This design comes from an exercise in tuning for small area on the open sky130 flow, not from production work.
Only simulation tests tie the RTL to the original design; equivalence was not proved.
Power is estimated from default activity; no workload was simulated.

Setup of trial 76:
## sam_cell_decoder
module sam_cell_decoder (
    input  wire         clk,
    input  wire         rst,               
    input  wire         ct_we,
    input  wire [3:0]   ct_idx,
    input  wire [7:0]   ct_val,
    input  wire         cell_valid,
    input  wire [1:0]   cell_kind,         
    input  wire [1:0]   cell_mode,         
    input  wire         cell_flash,        
    input  wire [3:0]   cell_border,       
    input  wire [3:0]   cell_old_border,   
    input  wire [31:0]  cell_data,         
    output reg          px_valid,
    output wire [127:0] px,                
    output wire         px_hires
);
==> module sam_cell_decoder, before the edit <==
module sam_cell_decoder (
    input  wire         clk,
    input  wire         rst,               
    input  wire         ct_we,
    input  wire [3:0]   ct_idx,
    input  wire [7:0]   ct_val,
    input  wire         cell_valid,
    input  wire [1:0]   cell_kind,         
    input  wire [1:0]   cell_mode,         
    input  wire         cell_flash,        
    input  wire [3:0]   cell_border,       
    input  wire [3:0]   cell_old_border,   
    input  wire [31:0]  cell_data,         
    output reg          px_valid,
    output wire [127:0] px,                
    output wire         px_hires
);
    reg       p_we, p_rst;
    reg [3:0] p_idx;
    reg [7:0] p_val;
    always @(posedge clk) begin
        p_rst <= rst;
        p_we  <= ct_we & ~rst;
        p_idx <= ct_idx;
        p_val <= ct_val;
    end
    reg [7:0] ct [0:15];
    integer e;
    always @(posedge clk) begin
        for (e = 0; e < 16; e = e + 1)
            if (p_rst || (p_we && p_idx == e))
                ct[e] <= p_rst ? 8'h00 : p_val;
    end
    wire screen = (cell_kind == 2'd1);
    wire toggle = (cell_kind == 2'd2);
    wire m34    = screen & cell_mode[1];
    wire m3     = m34 & ~cell_mode[0];
    wire [7:0] d = cell_data[31:24];
    wire [7:0] a = cell_data[23:16];
    wire       swap   = cell_flash & a[7];
    wire [3:0] ink    = {a[6], a[2:0]};
    wire [3:0] paper  = {a[6], a[5:3]};
    wire [3:0] fg     = swap ? paper : ink;
    wire [3:0] bg     = swap ? ink   : paper;
    reg [3:0] idx_n [0:7];
    integer i;
    always @* begin
        for (i = 0; i < 8; i = i + 1) begin
            if (m34)
                idx_n[i] = cell_data[31 - 4 * i -: 4];
            else if (screen)
                idx_n[i] = d[7 - i] ? fg : bg;
            else if (toggle && i == 0)
                idx_n[i] = cell_old_border;
            else
                idx_n[i] = cell_border;
        end
    end
    reg [3:0] idx_r [0:7];
    reg       m3_r, tg_r;
    integer r;
    always @(posedge clk) begin
        px_valid <= cell_valid & ~rst;
        m3_r     <= m3;
        tg_r     <= toggle;
        for (r = 0; r < 8; r = r + 1)
            idx_r[r] <= idx_n[r];
    end
    assign px_hires = m3_r;
    wire [7:0] port [0:7];
    wire [7:0] portb [0:7];   
    genvar g, k;
    generate
        for (g = 0; g < 8; g = g + 1) begin : rd
            wire [1:0] hi = idx_r[g][3:2];
            wire [1:0] lo = idx_r[g][1:0];
            wire [3:0] ph, pl;
            for (k = 0; k < 4; k = k + 1) begin : pd
                assign ph[k] = (hi == k);
                assign pl[k] = (lo == k);
            end
            wire [15:4] oh;
            wire [3:0]  sel_e, sel_o;
            for (k = 4; k < 16; k = k + 1) begin : oh_g
                assign oh[k] = ~m3_r & ph[k / 4] & pl[k % 4];
            end
            for (k = 0; k < 4; k = k + 1) begin : lo_g
                assign sel_e[k] = m3_r ? ph[k] : (ph[0] & pl[k]);
                assign sel_o[k] = pl[k] & (m3_r | ph[0]);
            end
            reg [7:0] acc_h, acc_l, acc_o;
            integer q;
            always @* begin
                acc_h = 8'h00;
                for (q = 4; q < 16; q = q + 1)
                    acc_h = acc_h | ({8{oh[q]}} & ct[q]);
                acc_l = 8'h00;
                acc_o = 8'h00;
                for (q = 0; q < 4; q = q + 1) begin
                    acc_l = acc_l | ({8{sel_e[q]}} & ct[q]);
                    acc_o = acc_o | ({8{sel_o[q]}} & ct[q]);
                end
            end
            assign port[g]  = acc_h | acc_l;
            assign portb[g] = acc_h | acc_o;
        end
    endgenerate
    generate
        for (g = 0; g < 8; g = g + 1) begin : pix
            wire [7:0] even, odd;
            if (g == 0) begin : p0
                assign even = tg_r ? {port[0][5:0], port[0][7:6]} : port[0];
            end else begin : pn
                assign even = port[g];
            end
            assign odd = (g == 0 && tg_r) ? port[1] : portb[g];
            assign px[16 * g +: 8]     = even;
            assign px[16 * g + 8 +: 8] = odd;
        end
    endgenerate
endmodule
Settings: LEC_CHECK=0, ABC_AREA=1, CAP_MARGIN=20, CORE_MARGIN=2, CORE_UTILIZATION=30, PLACE_DENSITY=0.36, SLEW_MARGIN=20; clock period 5.0 ns.
standard.sh (not shown) runs the stock make flow with config.mk's settings and CLKGATE_MAP_FILE= SYNTH_SCRIPT=/design/flow/synth_recipe.tcl, a recipe that flattens the netlist after the stock synthesis.
==> flow/flow/run.sh <==
#!/bin/bash
# Standard ORFS layout with these changes:
#  - port buffers use sky130_fd_sc_hd__buf_1
#  - CTS without dummy loads, with smaller clock buffers
# Every tool's output goes to a log file in this folder.
set -euo pipefail
W=$(pwd)
rm -rf "$W/scripts"
cp -r "$FLOW_HOME/scripts" "$W/scripts"
cp "$W/flow/abc_area.script" "$W/scripts/abc_area.script"
bash "$W/standard.sh" SCRIPTS_DIR="$W/scripts" \
  BUFFER_PORTS_ARGS="-buffer_cell sky130_fd_sc_hd__buf_1" \
  CTS_ARGS="-sink_clustering_enable -repair_clock_nets -dont_use_dummy_load -buf_list {sky130_fd_sc_hd__clkbuf_4 sky130_fd_sc_hd__clkbuf_8}" \
  finish > "$W/flow_make.log" 2>&1
==> flow/flow/abc_area.script <==
strash
dc2
&get -n
&dch -f
&nf -p -R 1000
&put
&get -n
&dch -f
&nf -p -R 1000
&put
&get -n
&dch -f
&nf -p -R 1000
&put
&get -n
&dch -f
&nf -p -R 1000
&put
topo
--- input diff trial 76..build 57 ---
diff --git a/flow/design.v b/flow/design.v
--- a/flow/design.v
+++ b/flow/design.v
@@ -54,28 +54,28 @@
                 idx_n[i] = cell_old_border;
             else
                 idx_n[i] = cell_border;
         end
     end
-    reg [3:0] idx_r [0:7];
+    reg [3:0] idx_rn [0:7];
     reg       m3_r, tg_r;
     integer r;
     always @(posedge clk) begin
         px_valid <= cell_valid & ~rst;
         m3_r     <= m3;
         tg_r     <= toggle;
         for (r = 0; r < 8; r = r + 1)
-            idx_r[r] <= idx_n[r];
+            idx_rn[r] <= ~idx_n[r];    
     end
     assign px_hires = m3_r;
     wire [7:0] port [0:7];
     wire [7:0] portb [0:7];   
     genvar g, k;
     generate
         for (g = 0; g < 8; g = g + 1) begin : rd
-            wire [1:0] hi = idx_r[g][3:2];
-            wire [1:0] lo = idx_r[g][1:0];
+            wire [1:0] hi = ~idx_rn[g][3:2];
+            wire [1:0] lo = ~idx_rn[g][1:0];
             wire [3:0] ph, pl;
             for (k = 0; k < 4; k = k + 1) begin : pd
                 assign ph[k] = (hi == k);
                 assign pl[k] = (lo == k);
             end
==> run notes <==
Trial 76 and build 57 ended up with nearly the same utilization.
Row final critical-path required period: build 57 lower / trial 76 higher
From trial 76 to build 57 the numbers moved as follows: clock transition time at the flip-flop clock pins of the worst setup and hold paths roughly the same, sum of routed wire length over all layers lower, hold path depth roughly the same, biggest fanout along the worst timing path higher, switching power roughly the same.
The lower sequential fraction of total cell area of trial 76 and build 57 is in trial 76.
Delta (build 57 minus trial 76): non-filler instance count after layout down about 1.5%; worst-case headroom to the max-slew limit -3.0 points; maximum vdd ir drop has decreased.

-- re-timing with driven ports --
In the flow no input, the clock included, has a driving cell. The finished layouts below were timed again as built, in two steps.
Step 1 assumes that a clkbuf_16 drives the clock port and a buf_2 every other input.
Step 2 times the ports against the registers' clock, not the clock port: input delays grow and output delays shrink by t, the midpoint of the rising clock arrivals with the driver on.
Slacks: no drivers / after step 1 / after step 2; pairs: no drivers / after step 1.
run | t (ns) | slack for setup (ns) | slew at the worst register clock pin (ns) | cell pins on the clock port's net
trial 76 | 0.593 | 0.305 / 0.247 / 0.840 | 0.11 / 0.11 | 1
build 57 | 0.596 | 0.431 / 0.378 / 0.974 | 0.10 / 0.10 | 1
After both steps setup and hold are still met in every run listed.
